Context: an optimization exercise on an open-source flow, tuned for small area. The choices shown serve that exercise and are no tape-out recipe.
Function was checked by simulation only, so behaviour that the tests miss may differ from the original.
Power is estimated from default activity; no workload was simulated.

== red ==
// bcs
module bcs (
    input  wire       clk,
    input  wire       rst,           
    input  wire       we,
    input  wire [4:0] addr,
    input  wire [7:0] wdata,
    output reg  [7:0] rdata,
    input  wire       push_valid,
    input  wire [7:0] push_data,
    output wire       push_ready,
    output wire       pop_valid,
    output wire [7:0] pop_data,
    input  wire       pop_ready
);
    localparam [2:0] PH_IDLE     = 3'd0,
                     PH_LEN_LO   = 3'd1,
                     PH_LEN_HI   = 3'd2,
                     PH_FLAG     = 3'd3,
                     PH_PAYLOAD  = 3'd4,
                     PH_CHECKSUM = 3'd5;
    reg        ovfchk;
    reg [7:0]  flag;
    reg [7:0]  namelen;
    reg [7:0]  htype;
    reg [31:0] plen;
    reg [15:0] hdlen;
    reg [15:0] hparam1;
    reg [15:0] hparam2;
    reg [7:0]  name [0:9];
    reg [1:0]  errcode;
    reg [7:0]  chk;
    reg [15:0] blen;
    reg [2:0]  phase;
    reg        op_enc;       
    reg        op_hblk;      
    reg [7:0]  outbuf;
    reg        outvld;
    reg        done;
    reg [4:0]   cnt;
    reg [135:0] sd;
    reg [4:0]   nthr;        
    wire [31:0] remain = {sd[26:0], cnt};
    wire [7:0]  w_flag = sd[39:32];
    wire busy  = (phase != PH_IDLE) || outvld;
    wire inrdy = (phase == PH_PAYLOAD) && op_enc && !outvld;
    wire [7:0] status = {phase, outvld, inrdy, (errcode != 2'd0), done, busy};
    assign push_ready = inrdy;
    assign pop_valid  = outvld;
    assign pop_data   = outbuf;
    reg [7:0] packed_hdr [0:16];
    integer k;
    always @(*) begin
        packed_hdr[0] = htype;
        for (k = 0; k < 10; k = k + 1)
            packed_hdr[1 + k] = name[k];
        packed_hdr[11] = hdlen[7:0];
        packed_hdr[12] = hdlen[15:8];
        packed_hdr[13] = hparam1[7:0];
        packed_hdr[14] = hparam1[15:8];
        packed_hdr[15] = hparam2[7:0];
        packed_hdr[16] = hparam2[15:8];
    end
    reg [135:0] hdr_load;
    always @(*) begin
        hdr_load[7:0]     = packed_hdr[1];
        hdr_load[135:128] = packed_hdr[0];
        for (k = 1; k < 16; k = k + 1)
            hdr_load[8*k +: 8] = packed_hdr[17 - k];
    end
  ...
Size: roughly 1100 cells after synthesis, ~44 I/O pins, ~16000 um^2 of cells after synthesis.
Settings: LEC_CHECK=0, CAP_MARGIN=10, CORE_MARGIN=2, CORE_UTILIZATION=60, CTS_BUF_LIST=sky130_fd_sc_hd__clkbuf_8, CTS_CLUSTER_DIAMETER=50, CTS_CLUSTER_SIZE=16, PLACE_DENSITY=0.75, SLEW_MARGIN=10; clock period 6.0 ns.
standard.sh (not shown) runs the stock make flow with config.mk's settings and CLKGATE_MAP_FILE= SYNTH_SCRIPT=/design/flow/synth_recipe.tcl, a recipe that flattens the netlist after the stock synthesis.
==> flow/flow/run.sh <==
#!/bin/bash
# Layout flow: the standard flow, with
#  - the standard synthesis unchanged, then its combinational logic mapped
#    again by ABC with an area-oriented script (flow/area.abc); every
#    register instance of the standard synthesis is kept as it is (same
#    name and cell), only the logic between registers and ports is remapped;
#  - port buffers of the smallest buffer cell (buf_1); every port is still
#    buffered;
#  - CTS onto clkbuf_4 leaf buffers without dummy loads.
# Each tool's output goes to its own log file in this folder.
set -euo pipefail
here=$(pwd)
res=$here/orfs/results/$FLOW_PLATFORM/bcs/base
lib=$FLOW_HOME/platforms/sky130hd/lib/sky130_fd_sc_hd__tt_025C_1v80.lib
yosys_bin=$FLOW_HOME/../tools/install/yosys/bin/yosys
[[ -x $yosys_bin ]] || yosys_bin=yosys

export BUFFER_PORTS_ARGS="-buffer_cell sky130_fd_sc_hd__buf_1"
export CTS_ARGS="-sink_clustering_enable -repair_clock_nets -sink_clustering_size 10 -sink_clustering_max_diameter 40 -buf_list sky130_fd_sc_hd__clkbuf_4 -dont_use_dummy_load"

# 1. standard synthesis
bash standard.sh "$res/1_2_yosys.v" > standard_synth.log 2>&1
cp "$res/1_2_yosys.v" "$here/standard_1_2_yosys.v"

# 2. remap the combinational logic; registers stay black boxes
du=""
while read -r c; do [[ -n $c ]] && du="$du -dont_use $c"; done < flow/dont_use.txt
seq_cells=$(grep -oE 'sky130_fd_sc_hd__[a-z0-9_]*(df|dl)[a-z0-9_]*' "$here/standard_1_2_yosys.v" | sort -u | tr '\n' ' ')
cat > resyn.ys <<EOS
read_liberty -ignore_miss_func $lib
setattr -mod -set keep_hierarchy 1 $seq_cells
setattr -mod -set blackbox 1 $seq_cells
read_verilog $here/standard_1_2_yosys.v
hierarchy -top $FLOW_TOP
flatten
hierarchy -top $FLOW_TOP
opt -full
abc -liberty $lib $du -script $here/flow/area.abc
splitnets
opt_clean -purge
hilomap -singleton -hicell sky130_fd_sc_hd__conb_1 HI -locell sky130_fd_sc_hd__conb_1 LO
insbuf -buf sky130_fd_sc_hd__buf_4 A X
stat -liberty $lib
read_liberty -lib -ignore_miss_func -ignore_redef $lib
check -assert
write_verilog -noattr -nohex -nodec $here/resyn_1_2_yosys.v
EOS
"$yosys_bin" -l resyn_yosys.log -q -s resyn.ys > /dev/null 2>&1
cp "$here/resyn_1_2_yosys.v" "$res/1_2_yosys.v"

# 3. the rest of the standard flow on the remapped netlist
bash standard.sh finish > standard_flow.log 2>&1
==> flow/flow/area.abc <==
strash
&get -n
&syn2
&dch -f
&nf -a -R 1000
&put
mfs2
strash
&get -n
&dch -f
&nf -a -R 1000
&put
mfs2
strash
&get -n
&dch -f
&nf -a -R 1000
&put
mfs2
strash
&get -n
&dch -f
&nf -a -R 1000
&put
mfs2
strash
&get -n
&dch -f
&nf -a -R 1000
&put
topo
stime -c
Other scripts of this flow, unchanged in this note and not shown: flow/flow/dont_use.txt
The following lists how blue was set up differently from red:
Settings: CTS_CLUSTER_DIAMETER no longer set, was 50; CORE_UTILIZATION now 70, was 60; PLACE_DENSITY now 0.85, was 0.75; CTS_BUF_LIST no longer set, was sky130_fd_sc_hd__clkbuf_8; CTS_CLUSTER_SIZE no longer set, was 16.
-- flow/flow/run.sh --
<<< red, line 19
export CTS_ARGS="-sink_clustering_enable -repair_clock_nets -sink_clustering_size 10 -sink_clustering_max_diameter 40 -buf_list sky130_fd_sc_hd__clkbuf_4 -dont_use_dummy_load"
>>> blue, line 19
export CTS_ARGS="-sink_clustering_enable -repair_clock_nets -sink_clustering_size 9 -sink_clustering_max_diameter 38 -buf_list sky130_fd_sc_hd__clkbuf_4 -dont_use_dummy_load"
-- flow/flow/area.abc --
<<< red, line 3
&syn2
>>> blue, line 3
&deepsyn -T 120
Run comparison: red timing startpoint of the critical path addr[4]; blue timing startpoint of the critical path cnt[1]
red → blue: via count lost 2.7%; last weighted congestion value of the routability-driven placer picked up an extra 0.089; total power lost about 3.3%.
red and blue ended up with roughly the same power in the clock group.
The number of combinational gates with multiple inputs reported for blue is smaller than that of red by about 8%.
Of blue and red, red shows the higher number of nets in the synthesized netlist, with blue below it.
Higher count of antenna diodes in the layout was reported by red, not blue.
Share of total power in combinational logic (blue over red): decrease, 1.4 points
Comparing blue and red, the lower setup slack is on blue.
Input-level comparison between green and blue:
-- flow/flow/run.sh --
<<< blue, line 19
export CTS_ARGS="-sink_clustering_enable -repair_clock_nets -sink_clustering_size 9 -sink_clustering_max_diameter 38 -buf_list sky130_fd_sc_hd__clkbuf_4 -dont_use_dummy_load"
>>> green, line 19
export CTS_ARGS="-sink_clustering_enable -repair_clock_nets -sink_clustering_size 10 -sink_clustering_max_diameter 40 -buf_list sky130_fd_sc_hd__clkbuf_4 -dont_use_dummy_load"
-- flow/flow/area.abc --
<<< blue, line 3
&deepsyn -T 120
>>> green, line 3
&syn2
Findings:
- green did not stop at any stage, and its layout met the timing, design-rule and antenna checks.
- Having completed the whole flow, blue delivered a layout that passed the timing, design-rule and antenna checks.
- Sort blue and green by post-route standard cell area excluding fillers, ascending, and blue comes first.
- Per the comparison of green with blue, total die area went up by about 2%, clock network fraction of total power went down by 1.3 points, global routing met2 resource utilization went down by 1.9 points.
- Measured against green, the maximum number of pins on one net before global-route repair of blue comes out at 0.915 times the reference value.
- | maximum fanout along the worst path | green vs blue | 2 lower |
- Going from blue to green, synthesized cell count went up 59, via count went up 3.5%, wire length went up 2400 um, count of placed standard cells in the final layout, fillers left out went up 45.
- Delta(highest cell delay on the worst timing path, green - blue) < 0
### green -> orange
Settings: PLACE_DENSITY: 0.85 -> 0.75; CORE_UTILIZATION: 70 -> 60.
==> comparison <==
Compared with green, post-detailed-route via-to-cell ratio in orange decreased by a few percent.
orange vs green, end point of the critical path: rdata[0] vs rdata[3]
Global-route met2 utilization, orange and green, lower one = orange.
In the tables for orange and green, sequential share of layout area reads higher with green.
Between orange and green, it is orange whose count of non-CTS buffers in the layout is higher, by 11.
From green to orange, multi-input logic cell count did not move at all.
Inputs modified between orange and purple:
Settings: swapping 0.75 for 0.85 in PLACE_DENSITY; swapping 60 for 70 in CORE_UTILIZATION.
-- flow/flow/run.sh --
<<< orange, line 19
export CTS_ARGS="-sink_clustering_enable -repair_clock_nets -sink_clustering_size 10 -sink_clustering_max_diameter 40 -buf_list sky130_fd_sc_hd__clkbuf_4 -dont_use_dummy_load"
>>> purple, line 19
export CTS_ARGS="-sink_clustering_enable -repair_clock_nets -sink_clustering_size 8 -sink_clustering_max_diameter 35 -buf_list sky130_fd_sc_hd__clkbuf_4 -dont_use_dummy_load"
-- flow/flow/area.abc --
<<< orange, line 3
&syn2
>>> purple, line 3
&deepsyn -T 60
Findings:
Number of nets at the end of the flow is higher on orange. Shortest clock period the worst path allows after layout, orange and purple: lower on orange. Comparing orange and purple, the higher clock buffer count from CTS was measured on purple. Data arrival at the endpoint of the critical path up 1.98 ns in purple wrt orange. In the flow results for orange and purple, the final area is smaller on purple. Total routing resource utilization after global routing: purple vs orange up 2.9 points. purple ended up with cnt[1] as its source of the critical timing path; orange ended up with addr[4]. The instance area at placement reported for purple is smaller than that of orange by about 2.5%.

static timing again, ports no longer ideal:
The results above use ideal ports. As a check the final layouts listed here were re-extracted and re-timed, cells and wires unchanged.
Step 1 sets driving cells, clkbuf_16 on the clock port and buf_2 on the other inputs (assumed; they add their load-dependent delay and slew).
Step 2 times the ports against the registers' clock, not the clock port: input delays grow and output delays shrink by t, the midpoint of the rising clock arrivals with the driver on.
a / b / c = ideal ports / drivers / drivers and shift; a / b = the first two.
| run | t, ns | setup slack, ns | hold WS [ns] | worst register clock-pin slew, ns |
|---|---|---|---|---|
| red | 0.741 | 0.913 / 0.891 / 0.891 | 0.428 / 0.428 / 0.428 | 0.12 / 0.12 |
| blue | 0.726 | 0.491 / 0.491 / 0.491 | 0.444 / 0.444 / 0.444 | 0.11 / 0.11 |
| green | 0.729 | 0.846 / 0.825 / 0.825 | 0.466 / 0.466 / 0.466 | 0.12 / 0.12 |
| orange | 0.741 | 0.913 / 0.891 / 0.891 | 0.428 / 0.428 / 0.428 | 0.12 / 0.12 |
| purple | 0.759 | 0.554 / 0.554 / 0.554 | 0.448 / 0.448 / 0.448 | 0.11 / 0.11 |
After both steps every run listed still meets setup and hold.
